Source: an optimization exercise on an open RTL-to-GDS flow (aim: small area, a short achievable clock period and few clock cycles per item). Production flows keep margins and buffers that such runs may drop. In this exercise RTL edits were held to simulation tests only and were not proved equivalent to the original.

## run.sh

```bash
#!/bin/bash
# synth_recipe.tcl (not shown) runs the flow's synth.tcl, then flattens the netlist and writes it again
# the make line also repeats each setting of config.mk as NAME=value (left out here)
make -C /OpenROAD-flow-scripts/flow DESIGN_CONFIG=/design/flow/config.mk WORK_HOME=/design/flow/orfs CLKGATE_MAP_FILE= SYNTH_SCRIPT=/design/flow/synth_recipe.tcl finish
```

## config.mk

```make
export PLATFORM = sky130hd
export DESIGN_NAME = emusc_env
export DESIGN_NICKNAME = emusc_env
export VERILOG_FILES = /design/flow/design.v
export SDC_FILE = /design/flow/constraint.sdc
export NUM_CORES = 4
export LEC_CHECK = 0
export ABC_AREA = 1
export CAP_MARGIN = 20
export CORE_MARGIN = 2
export CORE_UTILIZATION = 40
export SLEW_MARGIN = 20
```

## constraint.sdc

```tcl
create_clock -name core_clock -period 130.0 [get_ports {clk}]
set_input_delay 26.0000 -clock core_clock [delete_from_list [all_inputs] [get_ports {clk}]]
set_output_delay 26.0000 -clock core_clock [all_outputs]
set_load 0.01 [all_outputs]
```

## design.v

```verilog
module env_srt_sel (
    input  logic [2:0] i,
    output logic [6:0] m2,
    output logic [6:0] m1,
    output logic [6:0] m0,
    output logic [6:0] mm1
);
    always_comb begin
        case (i)
            3'd0:    begin m2 = 7'd12; m1 = 7'd4; m0 = -7'd4; mm1 = -7'd13; end
            3'd1:    begin m2 = 7'd14; m1 = 7'd4; m0 = -7'd5; mm1 = -7'd15; end
            3'd2:    begin m2 = 7'd15; m1 = 7'd4; m0 = -7'd5; mm1 = -7'd16; end
            3'd3:    begin m2 = 7'd16; m1 = 7'd4; m0 = -7'd5; mm1 = -7'd18; end
            3'd4:    begin m2 = 7'd18; m1 = 7'd6; m0 = -7'd6; mm1 = -7'd20; end
            3'd5:    begin m2 = 7'd20; m1 = 7'd6; m0 = -7'd6; mm1 = -7'd20; end
            3'd6:    begin m2 = 7'd20; m1 = 7'd6; m0 = -7'd6; mm1 = -7'd22; end
            default: begin m2 = 7'd24; m1 = 7'd6; m0 = -7'd8; mm1 = -7'd24; end
        endcase
    end
endmodule
module env_srt4_step (
    input  logic [28:0] s_in,
    input  logic [28:0] c_in,
    input  logic [28:0] d1,          
    input  logic [28:0] d2,          
    input  logic [6:0]  m2,
    input  logic [6:0]  m1,
    input  logic [6:0]  m0,
    input  logic [6:0]  mm1,
    output logic [28:0] s_out,
    output logic [28:0] c_out,
    output logic [1:0]  qp,          
    output logic [1:0]  qm           
);
    logic [28:0] x, y, z, mj;
    logic [6:0]  est;
    logic        g2, g1, g0, gm1, one, two;
    always_comb begin
        est = s_in[26:20] + c_in[26:20];         
        g2  = {~est[6], est[5:0]} >= {~m2[6], m2[5:0]};
        g1  = {~est[6], est[5:0]} >= {~m1[6], m1[5:0]};
        g0  = {~est[6], est[5:0]} >= {~m0[6], m0[5:0]};
        gm1 = {~est[6], est[5:0]} >= {~mm1[6], mm1[5:0]};
        qp  = {g2, g1 & ~g2};
        qm  = {~gm1, gm1 & ~g0};
        one = (g1 & ~g2) | (gm1 & ~g0);
        two = g2 | ~gm1;
        x   = {s_in[26:0], 2'b00};
        y   = {c_in[26:0], 1'b0, g1};
        z   = (({29{one}} & d1) | ({29{two}} & d2)) ^ {29{g1}};
        s_out = x ^ y ^ z;
        mj    = (x & y) | (x & z) | (y & z);
        c_out = {mj[27:0], 1'b0};
    end
endmodule
module env_div #(
    parameter int NA = 5,            
    parameter int NB = 5             
) (
    input  logic        clk,
    input  logic [23:0] c,
    input  logic [23:0] nd_a,        
    input  logic [23:0] nd_b,
    input  logic [4:0]  lzd_b,       
    input  logic [23:0] nd_c,
    output logic [30:0] q            
);
    localparam int NC = 13 - NA - NB;
    logic [4:0]  lzc;
    logic [23:0] nc;
    logic        ge;
    logic [28:0] d1a, d2a;
    logic [6:0]  m2a, m1a, m0a, mm1a;
    logic [28:0] sa [NA+1];
    logic [28:0] ca [NA+1];
    logic [2*NA-1:0] pa, ma;
    always_comb begin
        lzc = 5'd0;
        for (int i = 0; i < 24; i++)
            if (c[i]) lzc = 5'(23 - i);
        nc = c << lzc;
        ge = nc >= nd_a;
    end
    assign d1a   = {3'b000, nd_a, 2'b00};
    assign d2a   = {2'b00, nd_a, 3'b000};
    assign sa[0] = ge ? {5'd0, nc} : {4'd0, nc, 1'b0};
    assign ca[0] = 29'd0;
    env_srt_sel u_sel_a (.i(nd_a[22:20]), .m2(m2a), .m1(m1a), .m0(m0a), .mm1(mm1a));
    for (genvar i = 0; i < NA; i++) begin : g_a
        env_srt4_step u_step (
            .s_in(sa[i]), .c_in(ca[i]), .d1(d1a), .d2(d2a),
            .m2(m2a), .m1(m1a), .m0(m0a), .mm1(mm1a),
            .s_out(sa[i+1]), .c_out(ca[i+1]),
            .qp(pa[2*(NA-1-i) +: 2]), .qm(ma[2*(NA-1-i) +: 2])
        );
    end
    logic [28:0]     s_b, c_b;
    logic [2*NA-1:0] p_b, m_b;
    logic [4:0]      lzc_b;
    logic            ge_b;
    always_ff @(posedge clk) begin
        s_b   <= sa[NA];
        c_b   <= ca[NA];
        p_b   <= pa;
        m_b   <= ma;
        lzc_b <= lzc;
        ge_b  <= ge;
    end
    logic [28:0] d1b, d2b;
    logic [6:0]  m2b, m1b, m0b, mm1b;
    logic [28:0] sb [NB+1];
    logic [28:0] cb [NB+1];
    logic [2*NB-1:0] pb, mb;
    assign d1b   = {3'b000, nd_b, 2'b00};
    assign d2b   = {2'b00, nd_b, 3'b000};
    assign sb[0] = s_b;
    assign cb[0] = c_b;
    env_srt_sel u_sel_b (.i(nd_b[22:20]), .m2(m2b), .m1(m1b), .m0(m0b), .mm1(mm1b));
    for (genvar i = 0; i < NB; i++) begin : g_b
        env_srt4_step u_step (
            .s_in(sb[i]), .c_in(cb[i]), .d1(d1b), .d2(d2b),
            .m2(m2b), .m1(m1b), .m0(m0b), .mm1(mm1b),
            .s_out(sb[i+1]), .c_out(cb[i+1]),
            .qp(pb[2*(NB-1-i) +: 2]), .qm(mb[2*(NB-1-i) +: 2])
        );
    end
    logic [28:0]          s_c, c_c;
    logic [2*(NA+NB)-1:0] p_c, m_c;
    logic [7:0]           e_c;
    always_ff @(posedge clk) begin
        s_c <= sb[NB];
        c_c <= cb[NB];
        p_c <= {p_b, pb};
        m_c <= {m_b, mb};
        e_c <= 8'd126 + {3'd0, lzd_b} - {3'd0, lzc_b} + {7'd0, ge_b};
    end
    logic [28:0] d1c, d2c;
    logic [6:0]  m2c, m1c, m0c, mm1c;
    logic [28:0] sc [NC+1];
    logic [28:0] cc [NC+1];
    logic [2*NC-1:0] pc, mc;
    assign d1c   = {3'b000, nd_c, 2'b00};
    assign d2c   = {2'b00, nd_c, 3'b000};
    assign sc[0] = s_c;
    assign cc[0] = c_c;
    env_srt_sel u_sel_c (.i(nd_c[22:20]), .m2(m2c), .m1(m1c), .m0(m0c), .mm1(mm1c));
    for (genvar i = 0; i < NC; i++) begin : g_c
        env_srt4_step u_step (
            .s_in(sc[i]), .c_in(cc[i]), .d1(d1c), .d2(d2c),
            .m2(m2c), .m1(m1c), .m0(m0c), .mm1(mm1c),
            .s_out(sc[i+1]), .c_out(cc[i+1]),
            .qp(pc[2*(NC-1-i) +: 2]), .qm(mc[2*(NC-1-i) +: 2])
        );
    end
    logic [28:0] w;
    logic        neg, sticky, round_up;
    logic [26:0] qs;
    logic [24:0] qq;
    logic [24:0] mant;
    always_comb begin
        w      = sc[NC] + cc[NC];
        neg    = w[28];
        sticky = (w != 29'd0);               
        qs     = {p_c, pc, 1'b1} + {~m_c, ~mc, ~neg};   
        qq     = qs[25:1];                   
        round_up = qq[0] & (sticky | qq[1]);
        mant   = {1'b0, qq[24:1]} + {24'd0, round_up};
        q      = {e_c + {7'd0, mant[24]}, mant[22:0]};
    end
endmodule
module env_mul24 (
    input  logic [23:0] a,
    input  logic [23:0] b,
    output logic [47:0] p
);
    localparam logic [47:0] K = 48'h5555_5600_0000;     
    logic [26:0] bx;
    logic [47:0] row [13];
    logic [47:0] negs;
    always_comb begin
        bx   = {2'b00, b, 1'b0};
        negs = '0;
        for (int i = 0; i < 13; i++) begin
            logic [2:0]  tr;
            logic        one, two, ng;
            logic [25:0] mg, v;
            tr  = bx[2*i +: 3];
            one = tr[1] ^ tr[0];
            two = (tr == 3'b011) || (tr == 3'b100);
            ng  = tr[2];
            mg  = ({26{one}} & {2'b00, a}) | ({26{two}} & {1'b0, a, 1'b0});
            v   = mg ^ {26{ng}};
            row[i] = 48'({~v[25], v[24:0]}) << (2 * i);
            negs[2*i] = ng;
        end
        p = row[0] + row[1] + row[2] + row[3] + row[4] + row[5] + row[6]
          + row[7] + row[8] + row[9] + row[10] + row[11] + row[12] + negs + K;
    end
endmodule
module env_fmul (
    input  logic [30:0] a,
    input  logic [30:0] b,
    output logic [30:0] p
);
    logic [47:0] prod;
    logic [23:0] m;
    logic        rnd, sticky, round_up;
    logic [24:0] mant;
    logic [9:0]  e;
    env_mul24 u_mul (.a({1'b1, a[22:0]}), .b({1'b1, b[22:0]}), .p(prod));
    always_comb begin
        if (prod[47]) begin
            m      = prod[47:24];
            rnd    = prod[23];
            sticky = |prod[22:0];
            e      = {2'b00, a[30:23]} + {2'b00, b[30:23]} - 10'd126;
        end else begin
            m      = prod[46:23];
            rnd    = prod[22];
            sticky = |prod[21:0];
            e      = {2'b00, a[30:23]} + {2'b00, b[30:23]} - 10'd127;
        end
        round_up = rnd & (sticky | m[0]);
        mant     = {1'b0, m} + {24'd0, round_up};
        if (mant[24])
            e = e + 10'd1;           
        if (a[30:23] == 8'd0 || b[30:23] == 8'd0)
            p = 31'd0;
        else
            p = {e[7:0], mant[22:0]};
    end
endmodule
module env_one_minus #(
    parameter int SW = 6             
) (
    input  logic [30:0] a,
    output logic [30:0] y
);
    logic [23:0]   ma;
    logic [SW-1:0] s;
    logic [47:0]   t;
    logic [23:0]   sa;
    logic          r, st, inc;
    logic [24:0]   m;
    logic [4:0]    lz;
    logic [23:0]   mn;
    always_comb begin
        ma = {1'b1, a[22:0]};
        s  = SW'(8'd126 - a[30:23]);
        t  = {ma, 24'd0} >> s;
        sa = t[47:24];               
        r  = t[23];                  
        st = |t[22:0];               
        inc = ~r | (~st & ~sa[0]);
        m   = {1'b0, ~sa} + {24'd0, inc};
        lz = 5'd0;
        for (int i = 0; i < 24; i++)
            if (m[i]) lz = 5'(23 - i);
        mn = m[23:0] << lz;
        if (a[30:23] == 8'd0)
            y = 31'h3F80_0000;
        else if (a[30:23] == 8'd127)
            y = 31'd0;
        else if (a[30:23] == 8'd126)
            y = {8'(8'd126 - {3'd0, lz}), mn[22:0]};
        else if (m[24])
            y = 31'h3F80_0000;
        else
            y = {8'd126, m[22:0]};
    end
endmodule
module emusc_env (
    input  logic        clk,
    input  logic        rst,
    input  logic        cmd_valid,
    output logic        cmd_ready,
    input  logic [2:0]  cmd_op,
    input  logic [23:0] cmd_ta,
    input  logic [23:0] cmd_th,
    input  logic [23:0] cmd_td,
    input  logic [23:0] cmd_tr,
    input  logic [31:0] cmd_sus,
    output logic        rsp_valid,
    output logic [31:0] rsp_level,
    output logic [2:0]  rsp_phase
);
    localparam logic [2:0] PH_ATTACK  = 3'd0;
    localparam logic [2:0] PH_HOLD    = 3'd1;
    localparam logic [2:0] PH_DECAY   = 3'd2;
    localparam logic [2:0] PH_SUSTAIN = 3'd3;
    localparam logic [2:0] PH_RELEASE = 3'd4;
    localparam logic [2:0] PH_DONE    = 3'd5;
    localparam logic [2:0] PH_FREE    = 3'd7;
    localparam logic [2:0] OP_START   = 3'd0;
    localparam logic [2:0] OP_TICK    = 3'd1;
    localparam logic [2:0] OP_RELEASE = 3'd2;
    localparam logic [2:0] OP_KILL    = 3'd3;
    localparam logic [2:0] OP_SEEK    = 3'd4;
    localparam logic [2:0] K_ZERO = 3'd0;    
    localparam logic [2:0] K_ONE  = 3'd1;    
    localparam logic [2:0] K_X    = 3'd2;    
    localparam logic [2:0] K_DEC  = 3'd3;    
    localparam logic [2:0] K_SUS  = 3'd4;    
    localparam logic [2:0] K_REL  = 3'd5;    
    localparam logic [2:0] K_RL   = 3'd6;    
    localparam logic [30:0] F_ONE = 31'h3F80_0000;
    logic [2:0]  phase_r;        
    logic [23:0] cnt_r;          
    logic        tick_r;         
    logic [23:0] ta, th, td, tr;
    logic [30:0] sus;            
    logic [30:0] rl;             
    logic [23:0] dur_r;
    logic        active_r, reached;
    logic [2:0]  phase_n, next_ph;
    logic [23:0] cnt_n;
    logic        cnt_zero;
    always_comb begin
        case (phase_r)
            PH_ATTACK: dur_r = ta;
            PH_HOLD:   dur_r = th;
            PH_DECAY:  dur_r = td;
            default:   dur_r = tr;
        endcase
        active_r = (phase_r == PH_ATTACK) || (phase_r == PH_HOLD) ||
                   (phase_r == PH_DECAY)  || (phase_r == PH_RELEASE);
        reached  = active_r && (cnt_r >= dur_r);
        case (phase_r)
            PH_ATTACK: next_ph = (th != 24'd0) ? PH_HOLD :
                                 (td != 24'd0) ? PH_DECAY : PH_SUSTAIN;
            PH_HOLD:   next_ph = (td != 24'd0) ? PH_DECAY : PH_SUSTAIN;
            PH_DECAY:  next_ph = PH_SUSTAIN;
            default:   next_ph = tick_r ? PH_FREE : PH_DONE;
        endcase
        phase_n  = reached ? next_ph : phase_r;
        cnt_n    = reached ? 24'd0 : cnt_r;
        cnt_zero = reached || (cnt_r == 24'd0);
    end
    logic        acc, load, upd, rel_ok;
    logic [2:0]  nx_phase;
    logic [23:0] nx_cnt;
    logic        nx_tick;
    always_comb begin
        acc    = cmd_valid;
        rel_ok = (phase_n == PH_ATTACK) || (phase_n == PH_HOLD) ||
                 (phase_n == PH_DECAY)  || (phase_n == PH_SUSTAIN);
        load   = 1'b0;
        upd    = 1'b1;
        nx_phase = phase_n;
        nx_cnt   = cnt_n;
        nx_tick  = 1'b0;
        case (cmd_op)
            OP_START: begin
                load     = 1'b1;
                nx_phase = PH_ATTACK;
                nx_cnt   = 24'd0;
            end
            OP_TICK: begin
                if (phase_n == PH_DONE || phase_n == PH_FREE) begin
                    nx_phase = PH_FREE;
                end else if (phase_n != PH_SUSTAIN) begin
                    nx_cnt  = cnt_n + 24'd1;
                    nx_tick = 1'b1;
                end
            end
            OP_RELEASE: begin
                if (rel_ok) begin
                    nx_phase = PH_RELEASE;
                    nx_cnt   = 24'd0;
                end else
                    upd = 1'b0;
            end
            OP_KILL: begin
                nx_phase = PH_FREE;
            end
            OP_SEEK: begin
                if (phase_n == PH_ATTACK || phase_n == PH_HOLD ||
                    phase_n == PH_DECAY  || phase_n == PH_RELEASE)
                    nx_cnt = cmd_ta;
                else
                    upd = 1'b0;
            end
            default: upd = 1'b0;     
        endcase
    end
    always_ff @(posedge clk) begin
        if (rst) begin
            phase_r <= PH_FREE;
            tick_r  <= 1'b0;
        end else if (acc && upd) begin
            phase_r <= nx_phase;
            tick_r  <= nx_tick;
        end
    end
    always_ff @(posedge clk) begin
        if (acc && upd)
            cnt_r <= nx_cnt;
        if (acc && load) begin
            ta  <= cmd_ta;
            th  <= cmd_th;
            td  <= cmd_td;
            tr  <= cmd_tr;
            sus <= cmd_sus[30:0];
        end
    end
    assign cmd_ready = 1'b1;
    logic [23:0] dur_n, nd_r;
    logic [4:0]  lzd, lzd_r;
    always_comb begin
        case (phase_n)
            PH_ATTACK: dur_n = ta;
            PH_DECAY:  dur_n = td;
            default:   dur_n = tr;
        endcase
        lzd = 5'd0;
        for (int i = 0; i < 24; i++)
            if (dur_n[i]) lzd = 5'(23 - i);
    end
    always_ff @(posedge clk) begin
        nd_r  <= dur_n << lzd;
        lzd_r <= lzd;
    end
    logic [2:0] kind_a;
    always_comb begin
        case (phase_n)
            PH_ATTACK:  kind_a = cnt_zero ? K_ZERO : K_X;
            PH_HOLD:    kind_a = K_ONE;
            PH_DECAY:   kind_a = cnt_zero ? K_ONE : K_DEC;
            PH_SUSTAIN: kind_a = K_SUS;
            PH_RELEASE: kind_a = cnt_zero ? K_RL : K_REL;
            default:    kind_a = K_ZERO;
        endcase
    end
    logic [30:0] x_c;
    logic [23:0] nd_2;
    always_ff @(posedge clk)
        nd_2 <= nd_r;
    env_div u_div (
        .clk  (clk),
        .c    (cnt_r),
        .nd_a (nd_r),
        .nd_b (nd_r),
        .lzd_b(lzd_r),
        .nd_c (nd_2),
        .q    (x_c)
    );
    logic [2:0]  kind_b, kind_c, kind_d;
    logic [30:0] sus_b, sus_c;
    always_ff @(posedge clk) begin
        kind_b <= kind_a;
        sus_b  <= sus;
        kind_c <= kind_b;
        sus_c  <= sus_b;
    end
    logic [30:0] om1_out, a_d, x_d;
    env_one_minus #(.SW(5)) u_om1 (
        .a((kind_c == K_DEC) ? sus_c : x_c),
        .y(om1_out)
    );
    always_ff @(posedge clk) begin
        kind_d <= kind_c;
        a_d    <= om1_out;
        x_d    <= (kind_c == K_SUS) ? sus_c : x_c;
    end
    logic [30:0] v_d, om2_out, level_d;
    env_fmul                u_mul (.a(a_d), .b((kind_d == K_DEC) ? x_d : rl), .p(v_d));
    env_one_minus #(.SW(6)) u_om2 (.a(v_d), .y(om2_out));
    always_comb begin
        case (kind_d)
            K_ONE:   level_d = F_ONE;
            K_X:     level_d = x_d;
            K_DEC:   level_d = om2_out;
            K_SUS:   level_d = x_d;
            K_REL:   level_d = v_d;
            K_RL:    level_d = rl;
            default: level_d = 31'd0;
        endcase
    end
    logic       v1, v2, v3;
    logic       r1, r2, r3;          
    logic [2:0] ph1, ph2;
    always_ff @(posedge clk) begin
        if (rst) begin
            v1 <= 1'b0; v2 <= 1'b0; v3 <= 1'b0;
            r1 <= 1'b0; r2 <= 1'b0; r3 <= 1'b0;
            rsp_valid <= 1'b0;
        end else begin
            v1 <= acc;
            v2 <= v1;
            v3 <= v2;
            r1 <= acc && (cmd_op == OP_RELEASE) && rel_ok;
            r2 <= r1;
            r3 <= r2;
            rsp_valid <= v3;
        end
    end
    always_ff @(posedge clk) begin
        ph1       <= phase_n;
        ph2       <= ph1;
        rsp_phase <= ph2;
        rsp_level <= {1'b0, level_d};
        if (r3)
            rl <= level_d;
    end
endmodule
```

==> results.cfg, run 1 <==
[sta]
drv_slew = 0
rsz0062_at_grt = false
final-setup-viol-count = 0
clock_skew_ns = 0.0455
fmax_mhz = 35.1
finalCritPeriodShare_pct = 21.9
worst_slew_pin_slew_ns = 1.16
post-route-min-period_ns = 28.46
hold_viol = 0
slew_headroom_pct = 22.0
hold_ws_ns = 0.322
fin_setup_tns_ns = 0

[floorplan]
core.rowCount = 154
chipHeight_um = 424
fp.dieW_um = 424
initial_core_util_pct = 40.1
dieArea_um2 = 180000
io_pins = 171
core_area_um2 = 176000

[synthesis]
seq_area_frac_synth_pct = 19.2
synthesis.area_um2 = 70500
synthArstFlopShare_pct = 0
synth-edff-count = 182
muxShareOfSynthArea_pct = 0.270
synth_flop_cell = dfxtp_1
synth_xor_area_share_pct = 9.85
synth_top_family_by_area = adder cells
synth_simple_gate_area_share_pct = 19.6
synth_warnings = 21
synth_seq_cells = 584
syn_nets = 10600
syn_inst = 9373
synthDistinctLibCells = 84
synthAdderAreaFrac_pct = 24.9
avgSynthCellArea_um2 = 7.52
synth_compound_area_share_pct = 15.7

[worst_setup_path]
crit_top_cell = inv_1
crit_chain = clkdlybuf4s50_1 > inv_1 > nor3_1 > nor2_1 > nand2_1 > inv_1 > nor2_1 > inv_1 > nand2_1 > o211ai_1
critPathMaxStageDelay_ns = 0.51
required_ns = 130.40
worstSetupPathType = primary input to register
rr_endpoint = a_d[21]
path_max_fanout = 11
cp_slowest_cell = clkdlybuf4s50_1
r2r_slack_ns = 102.82
arrival_ns = 28.86
crit_path_start_kind = primary input
r2r_start = nd_2[22]
r2r_cells = 111
end_kind = register

[clocking]
h-tree-depth = 3
root_buffer = clkbuf_16
postCtsSetupRepairBufs = 0
cts_tree = yes
cts_buffers = 68
clockBufferDepth = 3
postCtsResizedCells = 0
clk_pin_slew_ns = 0.06
cts.sinks = 584
holdBufCountCts = 0
insertion_delay_ns = 0.68

[run]
cap_violations = 0

[route]
drcViolationCount = 0
vias = 64500
drt_wl_total_mm = 227
final_antenna_net_count = 0
vias_per_cell = 5.51
wire_per_inst_um = 19.4
drt-pass1-iter-count = 6
drtIter0Drc = 5888

[global_routing]
grt_pass1_vias = 62200
overflow = 0
track_usage_pct = 24.6
antenna_found_initial = 1
grt_start_max_net_pins = 83
grt_pass1_wl_mm = 355

[hold_path]
min_path_type = register to register
whs_path_depth = 0
hold_end = sus_c[28]
hold_start = sus_b[28]

[final_layout]
nFillCells = 17700
nNetsFinal = 10600
syn2layout_area_growth_pct = 8.80
drive_above_1_share_pct = 5.94

[place]
io_buffers = 167
gp_congestion = 0.944
dpl.hpwl_mm = 182

[status]
status = no timing/DRC/antenna violations
## how the worst max path moves through the flow
stage	startpoint	endpoint	slack (ns)	depth (start not counted)
finish	cmd_op[1]	cnt_r[2]	101.54	10
global route	nd_2[22]	a_d[16]	100.67	118
detailed placement	cmd_op[1]	cnt_r[2]	101.01	10
CTS	cmd_op[1]	cnt_r[2]	101.71	10
floorplan	cmd_op[1]	sus[0]	97.87	3
global placement	cmd_op[1]	cnt_r[2]	100.93	10
## layout by cell type (no fill, tap or decap), types with 64 or more instances in the layout
cell type	instances
dfxtp_1	402
nand3_1	621
inv_1	1426
o211ai_1	75
o22ai_1	555
ha_1	622
clkbuf_16	68
xor2_1	653
edfxtp_1	182
xnor2_1	115
clkdlybuf4s50_1	167
o21ai_0	468
or2_2	64
a21oi_1	312
nand2_1	1588
o21ai_1	68
buf_4	121
nand4_1	86
nor2_1	483
inv_2	73
fa_1	486
## per-layer routing
| layer | routed length (um) | global-route usage, % |
|---|---|---|
| met2 | 106000 | 40.7 |
| met1 | 100000 | 33.5 |
| met5 | 0 | 0 |
| met3 | 13900 | 2.90 |
| met4 | 7440 | 7.92 |
## per-stage QoR
step	cell area, um^2	utilization (%)	instances	setup WS, ns
5_1_grt	76600	43.7	11700	100.67
2_1_floorplan	70500	-	9373	97.87
3_5_place_dp	74300	42.3	11600	101.01
4_1_cts	76600	43.7	11700	101.71
3_3_place_gp	74300	42.3	11600	100.93
6_report	76600	43.7	11700	101.54
## layout make-up
type / instances / area [um^2] / share of cell area (%)
diodes: 2 / 5.00 / 0.00653
clock buffers: 89 / 1850 / 2.41
clock inverters: 36 / 522 / 0.681
inverters: 1515 / 5690 / 7.42
multi-input cells: 6851 / 49600 / 64.7
flip-flops and latches: 584 / 13500 / 17.6
well taps: 2340 / 2930 / 3.82
repair buffers: 288 / 2580 / 3.37
## Yosys cell counts, drive strengths merged (289+ instances only)
cell type  instances  area (um^2)
inv             1499         5630
xor2             662         5880
ha               622         7780
o22ai            555         3470
a21oi            315         1590
dfxtp            402         8050
fa               486         9730
o21ai            556         2830
clkbuf           289         1080
nand3            653         3440
nor2             529         2180
nand2           1634         6300
## registers in the layout (all words and copies together) (netlist names), 25 cells and up
name / count
u_div.s_b: 25
rsp_level: 31
a_d: 30
sus: 31
rl: 31
sus_b: 31
x_d: 31
u_div.s_c: 25
sus_c: 31
## kinds of logic (layout without fill, tap and decap cells)
| group | count (synthesis) | count (layout) |
|---|---|---|
| mux | 19 | 19 |
| simple gates | 3110 | 3110 |
| other cells | 2 | 4 |
| fa+ha+maj | 1108 | 1108 |
| compound gates | 1832 | 1832 |
| buf+inv | 1938 | 1928 |
| flops | 584 | 584 |
| xor+xnor | 780 | 780 |
## worst max-delay path, delay by kind of cell
family,cells,cell delay (ns)
compound gates,1,0.10
buf+inv,4,1.21
simple gates,5,1.55
Testbench counts, summed over its fixed seeds: cycles 24,040, items 24,000.
==> run 2: changes to the inputs <==
--- a/design.v
+++ b/design.v
@@ -336,66 +336,51 @@
         cnt_n    = reached ? 24'd0 : cnt_r;
         cnt_zero = reached || (cnt_r == 24'd0);
     end
-    logic        acc, load, upd, rel_ok;
+    logic        act_n, rel_ok;
+    logic [23:0] cnt_inc;
+    logic [2:0]  tick_ph;
+    logic [7:0]  upd_op, cnt_op;     
+    always_comb begin
+        act_n   = (phase_n == PH_ATTACK) || (phase_n == PH_HOLD) ||
+                  (phase_n == PH_DECAY)  || (phase_n == PH_RELEASE);
+        rel_ok  = (phase_n == PH_ATTACK) || (phase_n == PH_HOLD) ||
+                  (phase_n == PH_DECAY)  || (phase_n == PH_SUSTAIN);
+        cnt_inc = cnt_n + 24'd1;
+        tick_ph = (phase_n == PH_DONE || phase_n == PH_FREE) ? PH_FREE : phase_n;
+        upd_op  = {1'b0, 1'b0, 1'b0, act_n, 1'b1, rel_ok, 1'b1, 1'b1};
+        cnt_op  = {1'b0, 1'b0, 1'b0, act_n, 1'b0, rel_ok, act_n, 1'b1};
+    end
+    logic        acc, upd, cnt_en, load;
     logic [2:0]  nx_phase;
     logic [23:0] nx_cnt;
     logic        nx_tick;
     always_comb begin
         acc    = cmd_valid;
-        rel_ok = (phase_n == PH_ATTACK) || (phase_n == PH_HOLD) ||
-                 (phase_n == PH_DECAY)  || (phase_n == PH_SUSTAIN);
-        load   = 1'b0;
-        upd    = 1'b1;
-        nx_phase = phase_n;
-        nx_cnt   = cnt_n;
-        nx_tick  = 1'b0;
-        case (cmd_op)
-            OP_START: begin
-                load     = 1'b1;
-                nx_phase = PH_ATTACK;
-                nx_cnt   = 24'd0;
-            end
-            OP_TICK: begin
-                if (phase_n == PH_DONE || phase_n == PH_FREE) begin
-                    nx_phase = PH_FREE;
-                end else if (phase_n != PH_SUSTAIN) begin
-                    nx_cnt  = cnt_n + 24'd1;
-                    nx_tick = 1'b1;
-                end
-            end
-            OP_RELEASE: begin
-                if (rel_ok) begin
-                    nx_phase = PH_RELEASE;
-                    nx_cnt   = 24'd0;
-                end else
-                    upd = 1'b0;
-            end
-            OP_KILL: begin
-                nx_phase = PH_FREE;
-            end
-            OP_SEEK: begin
-                if (phase_n == PH_ATTACK || phase_n == PH_HOLD ||
-                    phase_n == PH_DECAY  || phase_n == PH_RELEASE)
-                    nx_cnt = cmd_ta;
-                else
-                    upd = 1'b0;
-            end
-            default: upd = 1'b0;     
-        endcase
+        upd    = acc && upd_op[cmd_op];
+        cnt_en = acc && cnt_op[cmd_op];
+        load   = acc && (cmd_op == OP_START);
+        if (cmd_op[2])
+            nx_phase = phase_n;
+        else if (cmd_op[1])
+            nx_phase = cmd_op[0] ? PH_FREE : PH_RELEASE;
+        else
+            nx_phase = cmd_op[0] ? tick_ph : PH_ATTACK;
+        nx_cnt  = cmd_op[2] ? cmd_ta : (cnt_inc & {24{cmd_op[0]}});
+        nx_tick = (cmd_op == OP_TICK) && act_n;
     end
     always_ff @(posedge clk) begin
         if (rst) begin
             phase_r <= PH_FREE;
             tick_r  <= 1'b0;
-        end else if (acc && upd) begin
+        end else if (upd) begin
             phase_r <= nx_phase;
             tick_r  <= nx_tick;
         end
     end
     always_ff @(posedge clk) begin
-        if (acc && upd)
+        if (cnt_en)
             cnt_r <= nx_cnt;
-        if (acc && load) begin
+        if (load) begin
             ta  <= cmd_ta;
             th  <= cmd_th;
             td  <= cmd_td;
==> run 2 against run 1 <==
  * Worst hold slack hardly changed
  * Sequential share of layout area down 0.11 points
  * Register-to-register slack got worse by 0.45 ns
  * Critical path depth increased by 112
  * Largest cell class unchanged
  * Critical path type is now register to register
  * Non-clock buffer count stayed put
  * First-iteration DRC count is 5.3% lower
  * Final cell count decreased by 0.35%
  * Die area grew 1.3%
  * Flip-flop and latch count stayed put
  * Fmax grew 3.0%
==> results.cfg, run 2 <==
[status]
status = no timing/DRC/antenna violations

[synthesis]
synth_top_family_by_area = adder cells
avgSynthCellArea_um2 = 7.65
synth_simple_gate_area_share_pct = 20.0
synth_flop_cell = dfxtp_1
synthesis.area_um2 = 71400
yosysMostFrequentCell = inv_1
synth_compound_area_share_pct = 15.3
synth.top_cell.area_share_pct = 13.6
syn_nets = 10600
synth_xor_area_share_pct = 9.88
syn_inst = 9331
synth_warnings = 21
synth_commonest_cells = inv_1, nand2_1, xor2_1
synthTopCellsByArea = fa_1, dfxtp_1, ha_1, xor2_1, inv_1
synthAdderAreaFrac_pct = 24.5
synth_seq_cells = 584
synth_top_area_cell = fa_1
muxShareOfSynthArea_pct = 0.210
synthArstFlopShare_pct = 0
synthDistinctLibCells = 96
synth-edff-count = 182
seq_area_frac_synth_pct = 18.9

[sta]
hold_ws_ns = 0.323
fmax_mhz = 36.2
drv_slew = 0
hold_viol = 0
final-setup-viol-count = 0
slew_headroom_pct = 23.3
worst_slew_pin_slew_ns = 1.14
post-route-min-period_ns = 27.63
clock_skew_ns = 0.0360
rsz0062_at_grt = false
fin_setup_tns_ns = 0
finalCritPeriodShare_pct = 21.3

[final_layout]
final_util_pct = 43.4
final_common_cell = inv_1
syn2layout_area_growth_pct = 8.00
final_cell_mix = inv_1, nand2_1, xor2_1
nFillCells = 17900
nNetsFinal = 10500
drive_above_1_share_pct = 7.16

[route]
final_antenna_net_count = 0
drtIter0Drc = 5574
vias = 63900
drt_wl_total_mm = 226
drt-pass1-iter-count = 8
vias_per_cell = 5.48
wire_per_inst_um = 19.3
drcViolationCount = 0

[global_routing]
overflow = 0
track_usage_pct = 24.1
grt_pass1_wl_mm = 349
antenna_found_initial = 5
grt_pass1_vias = 62000
grt_start_max_net_pins = 78

[worst_setup_path]
crit_path_start_kind = register
required_ns = 130.62
r2r_start = nd_2[22]
end_kind = register
r2r_cells = 122
crit_top_cell = nand2_1
worstSetupPathType = register to register
critPathMaxStageDelay_ns = 0.96
arrival_ns = 28.26
rr_endpoint = a_d[14]
r2r_slack_ns = 102.37
path_max_fanout = 31
cp_slowest_cell = clkinv_1

[clocking]
postCtsResizedCells = 0
cts.sinks = 584
cts_buffers = 61
h-tree-depth = 2
postCtsSetupRepairBufs = 0
clk_pin_slew_ns = 0.06
insertion_delay_ns = 0.69
holdBufCountCts = 0
root_buffer = clkbuf_16
clockBufferDepth = 3
cts_tree = yes

[place]
io_buffers = 167
gp_congestion = 0.936
dpl.hpwl_mm = 179

[floorplan]
core_area_um2 = 178000
core.rowCount = 155
fp.dieW_um = 427
initial_core_util_pct = 40.2
dieArea_um2 = 182000
chipHeight_um = 427
io_pins = 171

[hold_path]
hold_end = ph2[2]
whs_path_depth = 0
min_path_type = register to register
hold_start = ph1[2]

[run]
cap_violations = 0
## run 2: cell types whose count changed after synthesis, moves of 21 or more
cell | previous run | this run
o2111ai_1 | 29 | 7
nand2_4 | 10 | 32
inv_1 | 1426 | 1463
o22ai_1 | 555 | 591
o21ai_1 | 72 | 47
nand2_1 | 1588 | 1458
nand2_2 | 36 | 67
nor2_1 | 485 | 454
o211ai_1 | 75 | 54
buf_1 | 78 | 55
nand3_2 | 31 | 59
## run 2: final cells by class
type / count / area (um^2) / area share [%]
timing repair buffer: 288 / 2580 / 3.35
clock buffer: 77 / 1710 / 2.22
antenna: 1 / 2.50 / 0.00324
clock inverter: 38 / 512 / 0.664
inverter: 1546 / 5850 / 7.58
sequential: 584 / 13500 / 17.5
multi-input combinational: 6775 / 50000 / 64.8
tap: 2355 / 2950 / 3.82
## run 2: worst max path at each step
stage	start	end	slack (ns)	cells past startpoint
CTS	nd_2[22]	a_d[14]	102.33	121
global route	nd_2[22]	a_d[16]	99.68	123
floorplan	cmd_op[2]	sus[0]	94.41	2
detailed placement	cmd_op[2]	cnt_r[16]	101.71	8
global placement	cmd_op[2]	cnt_r[16]	101.74	8
finish	nd_2[22]	a_d[14]	102.37	122
## run 2: cell families after synthesis
kind of cell,count (synthesis)
other,2
adder cells (fa/ha/maj),1108
buffers and inverters,1972
AND/OR/NAND/NOR,3055
flip-flops,584
multiplexers,15
XOR/XNOR,793
AO/OA/AOI/OAI,1802
## run 2: critical path: cells and delay by family, from the launching register on
kind            cells  cell delay (ns)
fa+ha+maj          19             7.22
compound gates     29             5.92
buf+inv            18             3.47
xor+xnor            4             0.88
simple gates       52             9.35
flops               1             0.56
## run 2: per-stage QoR
step                std cells  setup slack, ns  area [um^2]
floorplan                9331            94.41        71400
global placement        11500           101.74        74900
detailed placement      11500           101.71        74900
CTS                     11700           102.33        77100
global route            11700            99.68        77100
finish                  11700           102.37        77100
## run 2: metal layers
metal  wire length [um]  vias up  track usage, %
met2             105000     2122            40.3
met5                 13        -               0
li1                   -    30700               -
met1              97600    30700            31.9
met4               8950        2            9.05
met3              13700      401            2.72
Testbench counts of run 2, summed over its fixed seeds: cycles 24,040, items 24,000.
==> run 3: changes to the inputs <==
--- a/design.v
+++ b/design.v
@@ -152,20 +152,23 @@
             .qp(pc[2*(NC-1-i) +: 2]), .qm(mc[2*(NC-1-i) +: 2])
         );
     end
-    logic [28:0] w;
-    logic        neg, sticky, round_up;
-    logic [26:0] qs;
-    logic [24:0] qq;
+    logic [28:0] w, sf, cf;
+    logic        neg, zero, sticky, round_up;
+    logic [25:0] r;
     logic [24:0] mant;
     always_comb begin
-        w      = sc[NC] + cc[NC];
-        neg    = w[28];
-        sticky = (w != 29'd0);               
-        qs     = {p_c, pc, 1'b1} + {~m_c, ~mc, ~neg};   
-        qq     = qs[25:1];                   
-        round_up = qq[0] & (sticky | qq[1]);
-        mant   = {1'b0, qq[24:1]} + {24'd0, round_up};
-        q      = {e_c + {7'd0, mant[24]}, mant[22:0]};
+        sf   = sc[NC];
+        cf   = cc[NC];
+        w    = sf + cf;
+        neg  = w[28];
+        zero = ~(sf[0] ^ cf[0]);
+        for (int k = 1; k < 29; k++)
+            zero = zero & ((sf[k] ^ cf[k]) == (sf[k-1] | cf[k-1]));
+        sticky = ~zero;                      
+        r        = {p_c, pc} - {m_c, mc};    
+        round_up = ~neg & r[0] & (sticky | r[1]);
+        mant     = {1'b0, r[24:1]} + {24'd0, round_up};
+        q        = {e_c + {7'd0, mant[24]}, mant[22:0]};
     end
 endmodule
 module env_mul24 (
==> run 3 against run 2 <==
  * Synthesized cell count rose by 2.0%
  * Area after synthesis fell by 1.2%
  * Clock skew up 0.0022 ns
  * Via count up 1.8%
  * Worst setup slack lost 0.78 ns
  * Die area fell by 1.2%
  * Worst hold slack got worse by 0.0041 ns
==> results.cfg, run 3 <==
[status]
status = no timing/DRC/antenna violations

[sta]
drv_slew = 0
fin_setup_tns_ns = 0
layout_setup_ws_ns = 101.59
clock_skew_ns = 0.0382
slew_headroom_pct = 19.9
post-route-min-period_ns = 28.41
finalCritPeriodShare_pct = 21.9
final-setup-viol-count = 0
fmax_mhz = 35.2
rsz0062_at_grt = false
worst_slew_pin_slew_ns = 1.19
hold_ws_ns = 0.319
hold_viol = 0

[place]
io_buffers = 167
gp_congestion = 0.941
dpl.hpwl_mm = 182
post-place-ws_ns = 100.87

[worst_setup_path]
rr_endpoint = a_d[12]
r2r_slack_ns = 102.60
r2r_cells = 117
required_ns = 130.30
critical_path.startpoint = cmd_op[2]
r2r_start = nd_2[22]
crit_path_start_kind = primary input
end_kind = register
worstSetupPathType = primary input to register
crit_end = ta[20]
path_max_fanout = 85
arrival_ns = 28.71

[route]
wire_per_inst_um = 19.5
drt_wl_total_mm = 230
vias_per_cell = 5.50
vias = 65100
drcViolationCount = 0
drt-pass1-iter-count = 6
final_antenna_net_count = 0
drtIter0Drc = 5900

[clocking]
insertion_delay_ns = 0.69
cts_buffers = 60
cts.sinks = 584
h-tree-depth = 2
postCtsSetupRepairBufs = 0
cts_tree = yes
clk_pin_slew_ns = 0.07
holdBufCountCts = 0
postCtsResizedCells = 0
root_buffer = clkbuf_16
clockBufferDepth = 3

[floorplan]
chipHeight_um = 424
initial_core_util_pct = 40.1
fp.dieW_um = 424
dieArea_um2 = 180000
core_area_um2 = 176000
io_pins = 171
core.rowCount = 154

[synthesis]
yosysMostFrequentCell = nand2_1
avgSynthCellArea_um2 = 7.41
seq_area_frac_synth_pct = 19.2
syn_inst = 9516
synthTopCellsByArea = fa_1, ha_1, dfxtp_1, nand2_1, xor2_1
synth_commonest_cells = nand2_1, inv_1, nand3_1
synthesis.area_um2 = 70500
synth_flop_cell = dfxtp_1
synth-edff-count = 182
synth_warnings = 21
synthDistinctLibCells = 84
syn_nets = 10800
synthArstFlopShare_pct = 0
synth_top_area_cell = fa_1
synth.top_cell.area_share_pct = 13.8
synth_seq_cells = 584

[final_layout]
multi_input_area_um2 = 49400
area.sequential_um2 = 13500
final_common_cell = nand2_1
syn2layout_area_growth_pct = 8.34
drive_above_1_share_pct = 4.65
final_cell_mix = nand2_1, inv_1, nand3_1
nFillCells = 18000
final_util_pct = 43.5
nNetsFinal = 10700

[global_routing]
track_usage_pct = 25.0
grt_pass1_wl_mm = 360
antenna_found_initial = 6
grt_pass1_vias = 63900
overflow = 0
grt_start_max_net_pins = 86

[hold_path]
min_path_type = register to register

[run]
cap_violations = 0
run 3: changes by cell type in the layout (fill, tap and decap cells not counted), moves of 19 or more:
cell / previous run / this run
nand3_2: 59 / 9
ha_1: 622 / 645
nand3_1: 620 / 688
o21ai_0: 468 / 508
nand2_1: 1458 / 1692
nand2_2: 67 / 18
xnor2_1: 112 / 93
o21ai_2: 38 / 11
nand2_4: 32 / 5
inv_1: 1463 / 1513
o22ai_1: 591 / 568
a21oi_1: 298 / 325
o211ai_1: 54 / 83
run 3: how the worst min path moves through the flow:
stage	slack (ns)	cells after the start	start	to
after floorplan	0.31	0	kind_b[0]	kind_c[0]
after detailed placement	0.31	0	sus_b[25]	sus_c[25]
after global routing	0.32	0	sus_b[23]	sus_c[23]
final	0.32	0	sus_b[6]	sus_c[6]
after CTS	0.32	0	sus_b[10]	sus_c[10]
after global placement	0.31	0	kind_b[2]	kind_c[2]
run 3: critical path, stage by stage:
cell	delay, ns
clkdlybuf4s50_1	0.44
buf_4	0.27
nor2_1	0.16
inv_1	0.09
nor3_2	0.73
buf_4	0.94
run 3: area by class of cell:
| class | instances | share of cell area [%] |
|---|---|---|
| tap | 2340 | 3.83 |
| inverter | 1573 | 7.73 |
| multi-input combinational | 6925 | 64.7 |
| sequential | 584 | 17.7 |
| timing repair buffer | 293 | 3.43 |
| clock buffer | 88 | 2.31 |
| antenna | 2 | 0.00655 |
| clock inverter | 25 | 0.350 |
run 3: stage by stage:
step	std cells	instance area (um^2)
2_1_floorplan	9516	70500
3_3_place_gp	11700	74400
3_5_place_dp	11700	74400
4_1_cts	11800	76400
5_1_grt	11800	76400
6_report	11800	76400
run 3: kinds of logic after synthesis:
kind of cell | count (synthesis) | synth area share (%)
flops | 584 | 19.2
other cells | 2 | 0.0106
fa+ha+maj | 1132 | 25.3
simple gates | 3203 | 19.7
xor+xnor | 774 | 9.69
buf+inv | 2007 | 10.9
compound gates | 1804 | 15.1
mux | 10 | 0.142
run 3: metal layers:
metal / part of all wire, % / vias up / GRT usage, %
li1: - / 31100 / -
met1: 43 / 31100 / 32.9
met2: 46 / 2310 / 41.4
met3: 6.4 / 500 / 3.24
met4: 4.4 / 4 / 10.0
met5: 0.011 / - / 0
Testbench counts of run 3, summed over its fixed seeds: cycles 24,040, items 24,000.

==> what the ideal ports hide <==
The results above use ideal ports. As a check the final layouts listed here were re-extracted and re-timed, cells and wires unchanged. Step 1: set_driving_cell puts a clkbuf_16 on clk and a buf_2 on each other input, an assumption about the parent block. Step 2 also shifts input and output timing later by t, the mid clock arrival at the registers, as if the neighbouring blocks saw the same clock. Slacks: ideal ports / drivers / drivers and shift; pairs: ideal ports / drivers.
run | t (ns) | setup WS [ns] | clock arrival spread, ns | slew at the worst register clock pin (ns) | cell pins on the clock port's net
run 1 | 0.721 | 101.544 / 101.588 / 100.867 | 0.048 / 0.048 | 0.07 / 0.07 | 1
run 2 | 0.738 | 102.366 / 102.366 / 101.702 | 0.037 / 0.037 | 0.07 / 0.07 | 1
run 3 | 0.748 | 101.588 / 101.647 / 100.899 | 0.039 / 0.039 | 0.07 / 0.07 | 1
After both steps every run listed still meets setup and hold. For run 3, which loses most, drivers alone change the setup slack by +0.059 ns; drivers and shift together by -0.689 ns.
